From an optimization exercise on the open Yosys and OpenROAD flow, aimed at small area, a short achievable clock period and few clock cycles; shortcuts taken in it are not production practice. In this exercise RTL edits were held to simulation tests only and were not proved equivalent to the original. No activity file was given, so power comes from the tool's default toggle rates.

## flow/run.sh

```bash
#!/bin/bash
# synth_recipe.tcl (not shown) runs the flow's synth.tcl, then flattens the netlist and writes it again
# the make line also repeats each setting of config.mk as NAME=value (left out here)
make -C /OpenROAD-flow-scripts/flow DESIGN_CONFIG=/design/flow/config.mk WORK_HOME=/design/flow/orfs CLKGATE_MAP_FILE= SYNTH_SCRIPT=/design/flow/synth_recipe.tcl finish
```

## flow/config.mk

```make
export PLATFORM = sky130hd
export DESIGN_NAME = css_disckey
export DESIGN_NICKNAME = css_disckey
export VERILOG_FILES = /design/flow/design.v
export SDC_FILE = /design/flow/constraint.sdc
export NUM_CORES = 4
export LEC_CHECK = 0
export CAP_MARGIN = 20
export CORE_MARGIN = 2
export CORE_UTILIZATION = 40
export PLACE_DENSITY = 0.6
export SLEW_MARGIN = 20
```

## flow/constraint.sdc

```tcl
create_clock -name core_clock -period 6.0 [get_ports {clk}]
set_input_delay 1.2000 -clock core_clock [delete_from_list [all_inputs] [get_ports {clk}]]
set_output_delay 1.2000 -clock core_clock [all_outputs]
set_load 0.01 [all_outputs]
```

## flow/design.v

```verilog
module css_t1 (
    input  wire [7:0] a,
    output reg  [7:0] t1
);
    always @(*) begin
        case (a)
            8'h00: t1 = 8'h33;
            8'h01: t1 = 8'h73;
            8'h02: t1 = 8'h3B;
            8'h03: t1 = 8'h26;
            8'h04: t1 = 8'h63;
            8'h05: t1 = 8'h23;
            8'h06: t1 = 8'h6B;
            8'h07: t1 = 8'h76;
            8'h08: t1 = 8'h3E;
            8'h09: t1 = 8'h7E;
            8'h0A: t1 = 8'h36;
            8'h0B: t1 = 8'h2B;
            8'h0C: t1 = 8'h6E;
            8'h0D: t1 = 8'h2E;
            8'h0E: t1 = 8'h66;
            8'h0F: t1 = 8'h7B;
            8'h10: t1 = 8'hD3;
            8'h11: t1 = 8'h93;
            8'h12: t1 = 8'hDB;
            8'h13: t1 = 8'h06;
            8'h14: t1 = 8'h43;
            8'h15: t1 = 8'h03;
            8'h16: t1 = 8'h4B;
            8'h17: t1 = 8'h96;
            8'h18: t1 = 8'hDE;
            8'h19: t1 = 8'h9E;
            8'h1A: t1 = 8'hD6;
            8'h1B: t1 = 8'h0B;
            8'h1C: t1 = 8'h4E;
            8'h1D: t1 = 8'h0E;
            8'h1E: t1 = 8'h46;
            8'h1F: t1 = 8'h9B;
            8'h20: t1 = 8'h57;
            8'h21: t1 = 8'h17;
            8'h22: t1 = 8'h5F;
            8'h23: t1 = 8'h82;
            8'h24: t1 = 8'hC7;
            8'h25: t1 = 8'h87;
            8'h26: t1 = 8'hCF;
            8'h27: t1 = 8'h12;
            8'h28: t1 = 8'h5A;
            8'h29: t1 = 8'h1A;
            8'h2A: t1 = 8'h52;
            8'h2B: t1 = 8'h8F;
            8'h2C: t1 = 8'hCA;
            8'h2D: t1 = 8'h8A;
            8'h2E: t1 = 8'hC2;
            8'h2F: t1 = 8'h1F;
            8'h30: t1 = 8'hD9;
            8'h31: t1 = 8'h99;
            8'h32: t1 = 8'hD1;
            8'h33: t1 = 8'h00;
            8'h34: t1 = 8'h49;
            8'h35: t1 = 8'h09;
            8'h36: t1 = 8'h41;
            8'h37: t1 = 8'h90;
            8'h38: t1 = 8'hD8;
            8'h39: t1 = 8'h98;
            8'h3A: t1 = 8'hD0;
            8'h3B: t1 = 8'h01;
            8'h3C: t1 = 8'h48;
            8'h3D: t1 = 8'h08;
            8'h3E: t1 = 8'h40;
            8'h3F: t1 = 8'h91;
            8'h40: t1 = 8'h3D;
            8'h41: t1 = 8'h7D;
            8'h42: t1 = 8'h35;
            8'h43: t1 = 8'h24;
            8'h44: t1 = 8'h6D;
            8'h45: t1 = 8'h2D;
            8'h46: t1 = 8'h65;
            8'h47: t1 = 8'h74;
            8'h48: t1 = 8'h3C;
            8'h49: t1 = 8'h7C;
            8'h4A: t1 = 8'h34;
            8'h4B: t1 = 8'h25;
            8'h4C: t1 = 8'h6C;
            8'h4D: t1 = 8'h2C;
            8'h4E: t1 = 8'h64;
            8'h4F: t1 = 8'h75;
            8'h50: t1 = 8'hDD;
            8'h51: t1 = 8'h9D;
            8'h52: t1 = 8'hD5;
            8'h53: t1 = 8'h04;
            8'h54: t1 = 8'h4D;
            8'h55: t1 = 8'h0D;
            8'h56: t1 = 8'h45;
            8'h57: t1 = 8'h94;
            8'h58: t1 = 8'hDC;
            8'h59: t1 = 8'h9C;
            8'h5A: t1 = 8'hD4;
            8'h5B: t1 = 8'h05;
            8'h5C: t1 = 8'h4C;
            8'h5D: t1 = 8'h0C;
            8'h5E: t1 = 8'h44;
            8'h5F: t1 = 8'h95;
            8'h60: t1 = 8'h59;
            8'h61: t1 = 8'h19;
            8'h62: t1 = 8'h51;
            8'h63: t1 = 8'h80;
            8'h64: t1 = 8'hC9;
            8'h65: t1 = 8'h89;
            8'h66: t1 = 8'hC1;
            8'h67: t1 = 8'h10;
            8'h68: t1 = 8'h58;
            8'h69: t1 = 8'h18;
            8'h6A: t1 = 8'h50;
            8'h6B: t1 = 8'h81;
            8'h6C: t1 = 8'hC8;
            8'h6D: t1 = 8'h88;
            8'h6E: t1 = 8'hC0;
            8'h6F: t1 = 8'h11;
            8'h70: t1 = 8'hD7;
            8'h71: t1 = 8'h97;
            8'h72: t1 = 8'hDF;
            8'h73: t1 = 8'h02;
            8'h74: t1 = 8'h47;
            8'h75: t1 = 8'h07;
            8'h76: t1 = 8'h4F;
            8'h77: t1 = 8'h92;
            8'h78: t1 = 8'hDA;
            8'h79: t1 = 8'h9A;
            8'h7A: t1 = 8'hD2;
            8'h7B: t1 = 8'h0F;
            8'h7C: t1 = 8'h4A;
            8'h7D: t1 = 8'h0A;
            8'h7E: t1 = 8'h42;
            8'h7F: t1 = 8'h9F;
            8'h80: t1 = 8'h53;
            8'h81: t1 = 8'h13;
            8'h82: t1 = 8'h5B;
            8'h83: t1 = 8'h86;
            8'h84: t1 = 8'hC3;
            8'h85: t1 = 8'h83;
            8'h86: t1 = 8'hCB;
            8'h87: t1 = 8'h16;
            8'h88: t1 = 8'h5E;
            8'h89: t1 = 8'h1E;
            8'h8A: t1 = 8'h56;
            8'h8B: t1 = 8'h8B;
            8'h8C: t1 = 8'hCE;
            8'h8D: t1 = 8'h8E;
            8'h8E: t1 = 8'hC6;
            8'h8F: t1 = 8'h1B;
            8'h90: t1 = 8'hB3;
            8'h91: t1 = 8'hF3;
            8'h92: t1 = 8'hBB;
            8'h93: t1 = 8'hA6;
            8'h94: t1 = 8'hE3;
            8'h95: t1 = 8'hA3;
            8'h96: t1 = 8'hEB;
            8'h97: t1 = 8'hF6;
            8'h98: t1 = 8'hBE;
            8'h99: t1 = 8'hFE;
            8'h9A: t1 = 8'hB6;
            8'h9B: t1 = 8'hAB;
            8'h9C: t1 = 8'hEE;
            8'h9D: t1 = 8'hAE;
            8'h9E: t1 = 8'hE6;
            8'h9F: t1 = 8'hFB;
            8'hA0: t1 = 8'h37;
            8'hA1: t1 = 8'h77;
            8'hA2: t1 = 8'h3F;
            8'hA3: t1 = 8'h22;
            8'hA4: t1 = 8'h67;
            8'hA5: t1 = 8'h27;
            8'hA6: t1 = 8'h6F;
            8'hA7: t1 = 8'h72;
            8'hA8: t1 = 8'h3A;
            8'hA9: t1 = 8'h7A;
            8'hAA: t1 = 8'h32;
            8'hAB: t1 = 8'h2F;
            8'hAC: t1 = 8'h6A;
            8'hAD: t1 = 8'h2A;
            8'hAE: t1 = 8'h62;
            8'hAF: t1 = 8'h7F;
            8'hB0: t1 = 8'hB9;
            8'hB1: t1 = 8'hF9;
            8'hB2: t1 = 8'hB1;
            8'hB3: t1 = 8'hA0;
            8'hB4: t1 = 8'hE9;
            8'hB5: t1 = 8'hA9;
            8'hB6: t1 = 8'hE1;
            8'hB7: t1 = 8'hF0;
            8'hB8: t1 = 8'hB8;
            8'hB9: t1 = 8'hF8;
            8'hBA: t1 = 8'hB0;
            8'hBB: t1 = 8'hA1;
            8'hBC: t1 = 8'hE8;
            8'hBD: t1 = 8'hA8;
            8'hBE: t1 = 8'hE0;
            8'hBF: t1 = 8'hF1;
            8'hC0: t1 = 8'h5D;
            8'hC1: t1 = 8'h1D;
            8'hC2: t1 = 8'h55;
            8'hC3: t1 = 8'h84;
            8'hC4: t1 = 8'hCD;
            8'hC5: t1 = 8'h8D;
            8'hC6: t1 = 8'hC5;
            8'hC7: t1 = 8'h14;
            8'hC8: t1 = 8'h5C;
            8'hC9: t1 = 8'h1C;
            8'hCA: t1 = 8'h54;
            8'hCB: t1 = 8'h85;
            8'hCC: t1 = 8'hCC;
            8'hCD: t1 = 8'h8C;
            8'hCE: t1 = 8'hC4;
            8'hCF: t1 = 8'h15;
            8'hD0: t1 = 8'hBD;
            8'hD1: t1 = 8'hFD;
            8'hD2: t1 = 8'hB5;
            8'hD3: t1 = 8'hA4;
            8'hD4: t1 = 8'hED;
            8'hD5: t1 = 8'hAD;
            8'hD6: t1 = 8'hE5;
            8'hD7: t1 = 8'hF4;
            8'hD8: t1 = 8'hBC;
            8'hD9: t1 = 8'hFC;
            8'hDA: t1 = 8'hB4;
            8'hDB: t1 = 8'hA5;
            8'hDC: t1 = 8'hEC;
            8'hDD: t1 = 8'hAC;
            8'hDE: t1 = 8'hE4;
            8'hDF: t1 = 8'hF5;
            8'hE0: t1 = 8'h39;
            8'hE1: t1 = 8'h79;
            8'hE2: t1 = 8'h31;
            8'hE3: t1 = 8'h20;
            8'hE4: t1 = 8'h69;
            8'hE5: t1 = 8'h29;
            8'hE6: t1 = 8'h61;
            8'hE7: t1 = 8'h70;
            8'hE8: t1 = 8'h38;
            8'hE9: t1 = 8'h78;
            8'hEA: t1 = 8'h30;
            8'hEB: t1 = 8'h21;
            8'hEC: t1 = 8'h68;
            8'hED: t1 = 8'h28;
            8'hEE: t1 = 8'h60;
            8'hEF: t1 = 8'h71;
            8'hF0: t1 = 8'hB7;
            8'hF1: t1 = 8'hF7;
            8'hF2: t1 = 8'hBF;
            8'hF3: t1 = 8'hA2;
            8'hF4: t1 = 8'hE7;
            8'hF5: t1 = 8'hA7;
            8'hF6: t1 = 8'hEF;
            8'hF7: t1 = 8'hF2;
            8'hF8: t1 = 8'hBA;
            8'hF9: t1 = 8'hFA;
            8'hFA: t1 = 8'hB2;
            8'hFB: t1 = 8'hAF;
            8'hFC: t1 = 8'hEA;
            8'hFD: t1 = 8'hAA;
            8'hFE: t1 = 8'hE2;
            8'hFF: t1 = 8'hFF;
            default: t1 = 8'h00;
        endcase
    end
endmodule
module css_disckey (
    input  wire        clk,
    input  wire        rst,         
    input  wire        start,       
    output wire        ready,
    output wire [8:0]  slot_addr,
    input  wire [39:0] slot_data,
    output wire        done,        
    output wire        found,
    output wire [39:0] disc_key
);
    localparam [3:0] S_IDLE  = 4'd0,
                     S_ADDR  = 4'd1,
                     S_FETCH = 4'd2,
                     S_SEED  = 4'd3,
                     S_KS    = 4'd4,
                     S_MIX   = 4'd5,
                     S_CHECK = 4'd6,
                     S_DONE  = 4'd7;
    reg  [3:0]  state;
    reg  [4:0]  pidx;           
    reg  [8:0]  sidx;           
    reg         phase;          
    reg         hit;
    reg  [39:0] verifier;
    reg  [39:0] cand;
    reg  [39:0] ck;             
    reg  [8:0]  lfsr1_lo;
    reg  [7:0]  lfsr1_hi;
    reg  [31:0] lfsr0;
    reg         carry;
    reg  [7:0]  kst [0:4];      
    reg  [7:0]  d   [0:4];      
    reg  [3:0]  step;           
    function [7:0] rev8(input [7:0] b);
        integer k;
        begin
            for (k = 0; k < 8; k = k + 1)
                rev8[k] = b[7-k];
        end
    endfunction
    function [7:0] t2(input [7:0] i);
        t2 = i ^ (i >> 3) ^ (i >> 6);
    endfunction
    function [7:0] t3(input [8:0] i);
        case (i[2:0])
            3'd0: t3 = 8'h00;
            3'd1: t3 = 8'h24;
            3'd2: t3 = 8'h49;
            3'd3: t3 = 8'h6D;
            3'd4: t3 = 8'h92;
            3'd5: t3 = 8'hB6;
            3'd6: t3 = 8'hDB;
            default: t3 = 8'hFF;
        endcase
    endfunction
    function [39:0] player_key(input [4:0] p);
        reg [7:0] pb;
        begin
            pb = {3'b000, p};
            player_key = {8'd7 * pb + 8'd1, 8'd5 * pb + 8'd1, 8'd3 * pb + 8'd1,
                          8'd2 * pb + 8'd1, pb + 8'd1};
        end
    endfunction
    wire [7:0] o1_raw = t2(lfsr1_hi) ^ t3(lfsr1_lo);
    wire [7:0] o1     = rev8(o1_raw);
    wire [7:0] o0     = lfsr0[26:19] ^ lfsr0[18:11] ^ lfsr0[17:10] ^ lfsr0[14:7];
    wire [8:0] ks_sum = {8'd0, carry} + {1'b0, o0} + {1'b0, o1};
    wire [7:0]  ck0 = ck[7:0];
    wire [7:0]  ck1 = ck[15:8];
    wire [7:0]  ck2 = ck[23:16];
    wire [7:0]  ck3 = ck[31:24];
    wire [7:0]  ck4 = ck[39:32];
    wire [24:0] raw = {ck4, ck3, ck2[7:3], 1'b1, ck2[2:0]};
    reg  [31:0] lfsr0_seed;
    integer b;
    always @(*) begin
        lfsr0_seed = 32'd0;
        for (b = 0; b < 25; b = b + 1)
            lfsr0_seed[31-b] = raw[b];
    end
    wire [3:0] mstep = (step >= 4'd5) ? step - 4'd5 : step;
    wire [2:0] midx  = 3'd4 - mstep[2:0];
    wire [7:0] t1_in = d[midx];
    wire [7:0] t1_out;
    reg  [7:0] pred;
    always @(*) begin
        if (midx != 3'd0)
            pred = d[midx - 3'd1];
        else if (step < 4'd5)
            pred = d[4];
        else
            pred = 8'd0;
    end
    wire [7:0] mix_out = kst[midx] ^ t1_out ^ pred;
    css_t1 u_t1 (.a(t1_in), .t1(t1_out));
    wire [39:0] d_flat = {d[4], d[3], d[2], d[1], d[0]};
    integer n;
    always @(posedge clk) begin
        if (rst) begin
            state <= S_IDLE;
            hit   <= 1'b0;
            pidx  <= 5'd0;
            sidx  <= 9'd0;
        end else begin
            case (state)
                S_IDLE: begin
                    if (start) begin
                        pidx  <= 5'd0;
                        sidx  <= 9'd0;
                        hit   <= 1'b0;
                        state <= S_ADDR;
                    end
                end
                S_ADDR: begin
                    state <= S_FETCH;
                end
                S_FETCH: begin
                    if (sidx == 9'd0) begin
                        verifier <= slot_data;
                        sidx     <= 9'd1;
                        state    <= S_ADDR;
                    end else begin
                        ck       <= player_key(pidx);
                        for (n = 0; n < 5; n = n + 1)
                            d[n] <= slot_data[8*n +: 8];
                        phase    <= 1'b0;
                        state    <= S_SEED;
                    end
                end
                S_SEED: begin
                    lfsr1_lo <= {1'b1, ck0};
                    lfsr1_hi <= ck1;
                    lfsr0    <= lfsr0_seed;
                    carry    <= 1'b0;
                    step     <= 4'd0;
                    state    <= S_KS;
                end
                S_KS: begin
                    lfsr1_hi  <= lfsr1_lo[8:1];
                    lfsr1_lo  <= {lfsr1_lo[0], o1_raw};
                    lfsr0     <= {o0, lfsr0[31:8]};
                    kst[step[2:0]] <= ks_sum[7:0];
                    carry     <= ks_sum[8];
                    if (step == 4'd4) begin
                        step  <= 4'd0;
                        state <= S_MIX;
                    end else begin
                        step  <= step + 4'd1;
                    end
                end
                S_MIX: begin
                    d[midx] <= mix_out;
                    if (step == 4'd9) begin
                        step  <= 4'd0;
                        state <= S_CHECK;
                    end else begin
                        step <= step + 4'd1;
                    end
                end
                S_CHECK: begin
                    if (phase == 1'b0) begin
                        cand  <= d_flat;
                        ck    <= d_flat;
                        for (n = 0; n < 5; n = n + 1)
                            d[n] <= verifier[8*n +: 8];
                        phase <= 1'b1;
                        state <= S_SEED;
                    end else if (d_flat == cand) begin
                        hit   <= 1'b1;
                        state <= S_DONE;
                    end else if (sidx == 9'd408) begin
                        if (pidx == 5'd31) begin
                            state <= S_DONE;
                        end else begin
                            pidx  <= pidx + 5'd1;
                            sidx  <= 9'd1;
                            state <= S_ADDR;
                        end
                    end else begin
                        sidx  <= sidx + 9'd1;
                        state <= S_ADDR;
                    end
                end
                S_DONE: begin
                    state <= S_IDLE;
                end
                default: state <= S_IDLE;
            endcase
        end
    end
    assign ready     = (state == S_IDLE);
    assign slot_addr = sidx;
    assign done      = (state == S_DONE);
    assign found     = (state == S_DONE) && hit;
    assign disc_key  = cand;
endmodule
```

==> flow_metrics.py <==
metrics = {
    "status": {
        "outcome": "complete, no violations",
    },
    "pwr": {
        "intPower_uw": 3514,
        "p_sw_share_pct": 22.14,
        "finalPower_uw": 4514,
        "combPwrFrac_pct": 6.9,
        "seq_power_share_pct": 49.8,
        "p_switching_uw": 999.5,
        "p_clk_share_pct": 43.3,
        "power.leakage_uw": 0.006215,
        "vdd_drop_max_v": 0.0002081,
        "power_density_mw_per_mm2": 262.2,
    },
    "sta": {
        "clock_skew_ns": 0.02346,
        "fin_tns_setup_ns": 0,
        "final_hold_viol_count": 0,
        "finalMaxSlewViolations": 0,
        "worstMarginPinSlew_ns": 0.8752,
        "fmax_mhz": 206.5,
        "fin_crit_ns": 4.843,
        "fin_ws_ns": 1.157,
        "rsz0062_at_grt": "no",
        "max_slew_margin_pct": 41.47,
        "fin_crit_sh_pct": 80.72,
        "setup_violations": 0,
    },
    "clocking": {
        "cts_max_level": 2,
        "post-cts-setup-buffers": 0,
        "root_buffer": "clkbuf_16",
        "cts-resized-gates": 0,
        "cts_hold_buffers": 0,
        "clock_sinks": 290,
        "clk_pin_slew_ns": 0.06,
        "cts_max_path_buffers": 3,
        "cts_tree": "yes",
        "cts_buffers": 34,
        "clk_latency_ns": 0.52,
    },
    "global_routing": {
        "antenna_found_initial": 0,
        "overflow": 0,
        "track_usage_pct": 20.39,
        "grt_pass1_wl_microns": 58770,
        "grt_start_max_net_pins": 64,
        "grt_pass1_vias": 9519,
    },
    "critical_path": {
        "start_kind": "register",
        "reg2reg_to": "d[1][5]",
        "crit_fanout": 30,
        "reg2regPathDepth": 14,
        "required_ns": 6.24,
        "crit_path_end_kind": "register",
        "r2r_setup_slack_ns": 1.16,
        "worstPathArrival_ns": 5.08,
        "path_class": "reg -> reg",
        "r2r-start": "step[0]",
    },
    "routing": {
        "routed_wl_microns": 38640,
        "vias": 9468,
        "postRouteAntennaNets": 0,
        "drtPass1Iterations": 5,
        "wl_per_cell_microns": 21.79,
        "drt_iter0_drc": 797,
        "avgViaCountPerCell": 5.340,
        "drc": 0,
    },
    "layout": {
        "nNetsFinal": 1372,
        "final_design_area_no_fill_sq_mm": 0.01721,
        "diodes": 0,
        "drive_gt1_share_pct": 9.604,
        "area_delta_synth_final_pct": 17.97,
        "fin_cells": 1773,
        "n_fill_cell": 3249,
    },
    "synthesis": {
        "netlist_area_sq_mm": 0.01459,
        "synth_mux_area_share_pct": 8.318,
        "synthesis.nets": 1267,
        "netlist_instances": 1184,
        "yosys.area.top_type": "edfxtp_1",
        "synth_top_family_by_area": "simple AND/OR/NAND/NOR gates",
        "synth-seq-area-share_pct": 58.45,
        "synth_seq_cells": 290,
        "synth_xor_area_share_pct": 6.998,
        "ys_types": 59,
        "yosys.area.top_type_share_pct": 55.98,
        "synth_area_leaders": "edfxtp_1, nand2_1, mux4_2",
        "synth_warnings": 2,
        "synth_compound_area_share_pct": 8.155,
        "synth.most_common_cell": "edfxtp_1",
        "ys.flop_type": "edfxtp_1",
        "yosys-top-cells-count": "edfxtp_1, nand2_1, a21oi_1",
        "synth_edf_count": 272,
        "synth_fa_ha_area_share_pct": 3.739,
        "synthArstFlopShare_pct": 0,
        "synthSimpleGateAreaFrac_pct": 11.77,
        "synth_area_per_cell_sq_um": 12.32,
    },
    "placement": {
        "port_buffers": 94,
        "dp_hpwl_microns": 27940,
        "place_congestion": 0.8295,
        "place_inst": 1714,
        "dpl-instance-area_sq_mm": 0.01615,
        "dp_slack_ns": 1.180,
    },
    "min_path": {
        "min_path_type": "reg -> reg",
        "hold_end": "hit",
        "hold_path_startpoint": "hit",
        "min_path_cells": 2,
    },
    "floorplanning": {
        "die_x_microns": 195.0,
        "num_rows": 69,
        "die_area_sq_mm": 0.03802,
        "io_pins": 95,
        "die_h_microns": 195.0,
        "core-area_sq_mm": 0.03574,
        "initial_core_util_pct": 40.82,
    },
    "flow_run": {
        "drv_cap": 0,
    },
}
power groups by stage:
| stage | clock, uW | combinational, uW | sequential (uW) |
|---|---|---|---|
| floorplan | 0 | 195 | 2280 |
| global placement | 0 | 305 | 2290 |
| detailed placement | 0 | 311 | 2290 |
| CTS | 2000 | 312 | 2250 |
| global route | 2080 | 340 | 2250 |
| finish | 1960 | 312 | 2250 |
how the worst max path moves through the flow:
stage / cells past startpoint / slack (ns) / startpoint / endpoint
after detailed placement: 14 / 1.18 / step[0] / d[1][5]
after global placement: 14 / 1.43 / step[0] / d[1][5]
after global routing: 14 / 0.89 / step[0] / d[1][5]
after CTS: 14 / 1.25 / step[0] / d[1][5]
after floorplan: 19 / 1.00 / step[0] / d[1][0]
final: 14 / 1.16 / step[0] / d[1][5]
worst max-delay path, cell delays in order, from the launching register on:
cell and delay [ns]:
edfxtp_1 0.53, inv_1 0.23, ha_1 0.30, nand2b_2 0.11, a211oi_4 0.39, nor2_8 0.19, clkinv_4 0.08, buf_4 0.43
mux4_2 0.56, mux2i_1 0.34, inv_1 0.14, xnor2_1 0.28, xnor2_1 0.13, xnor2_1 0.62, o21ai_0 0.19
cell families (layout without fill, tap and decap cells):
logic type,count (synthesis),in the layout
AOI/OAI and AO/OA,195,195
xor gates and xnor gates,114,114
adders and majority gates,40,40
buffers and inverters,89,217
DFF,290,290
muxes,81,81
and+or+nand+nor,375,375
sequential cells by signal, indices dropped and copies added (netlist names):
name / count
ck: 40
hit: 1
cand: 40
sidx: 9
step: 4
d: 64
pidx: 5
lfsr1_lo: 9
carry: 1
lfsr1_hi: 8
verifier: 40
phase: 1
state: 3
kst: 40
lfsr0: 25
metal layers:
metal,global-route usage (%),part of all wire [%],wire length [microns]
met1,28.10,44,17070
met2,33.43,48,18500
met3,3.713,5.8,2228
met4,5.174,2.2,849
met5,0,0,0
final cells by class:
type	instances	area, sq um	share of cell area (%)
clock buffer	40	894.6	5.198
inverter	39	151.4	0.8796
tap	461	576.8	3.351
multi-input combinational	805	5739	33.35
timing repair buffer	119	1154	6.703
clock inverter	19	167.7	0.9741
sequential	290	8528	49.55
per-stage QoR:
step | util [%] | hold WS [ns]
after floorplan | - | 0.4455
after global placement | 45.17 | 0.4594
after detailed placement | 45.18 | 0.4729
after CTS | 48.16 | 0.4897
after global routing | 48.16 | 0.5296
final | 48.16 | 0.4930
cells in the final DEF, fill, tap and decap left out, drive strengths merged, types with 4 or more instances in the layout:
| cell | count |
|---|---|
| nand2b | 10 |
| nor2 | 55 |
| o21a | 4 |
| a21oi | 65 |
| nor4 | 11 |
| and2 | 44 |
| clkbuf | 40 |
| dfxtp | 18 |
| or3 | 10 |
| edfxtp | 272 |
| clkdlybuf4s50 | 94 |
| nor2b | 5 |
| xnor2 | 53 |
| clkinv | 14 |
| fa | 6 |
| mux2i | 47 |
| nand4 | 7 |
| buf | 25 |
| a21o | 14 |
| ha | 34 |
| o21ai | 57 |
| inv | 38 |
| clkinvlp | 4 |
| nor3 | 13 |
| nand2 | 194 |
| a211oi | 34 |
| mux4 | 32 |
| xor2 | 61 |
| nand3 | 17 |
Testbench counts, summed over its fixed seeds: cycles 9,769,196.

[port drivers added, routing unchanged]
The flow's constraints put no driver on any port. The routed layout listed below was extracted and timed again, unchanged, in two steps.
Step 1 sets driving cells, clkbuf_16 on the clock port and buf_2 on the other inputs (assumed; they add their load-dependent delay and slew).
Step 2 times the ports against the registers' clock, not the clock port: input delays grow and output delays shrink by t, the midpoint of the rising clock arrivals with the driver on.
Slacks: ideal / step 1 / step 2; pairs: ideal / step 1.
t, ns: 0.554
setup slack, ns: 1.157 / 1.157 / 1.157
worst register clock-pin slew, ns: 0.06 / 0.06
After both steps setup and hold are still met in this run. For this run, drivers alone change the setup slack by 0.000 ns; drivers and shift together by 0.000 ns.
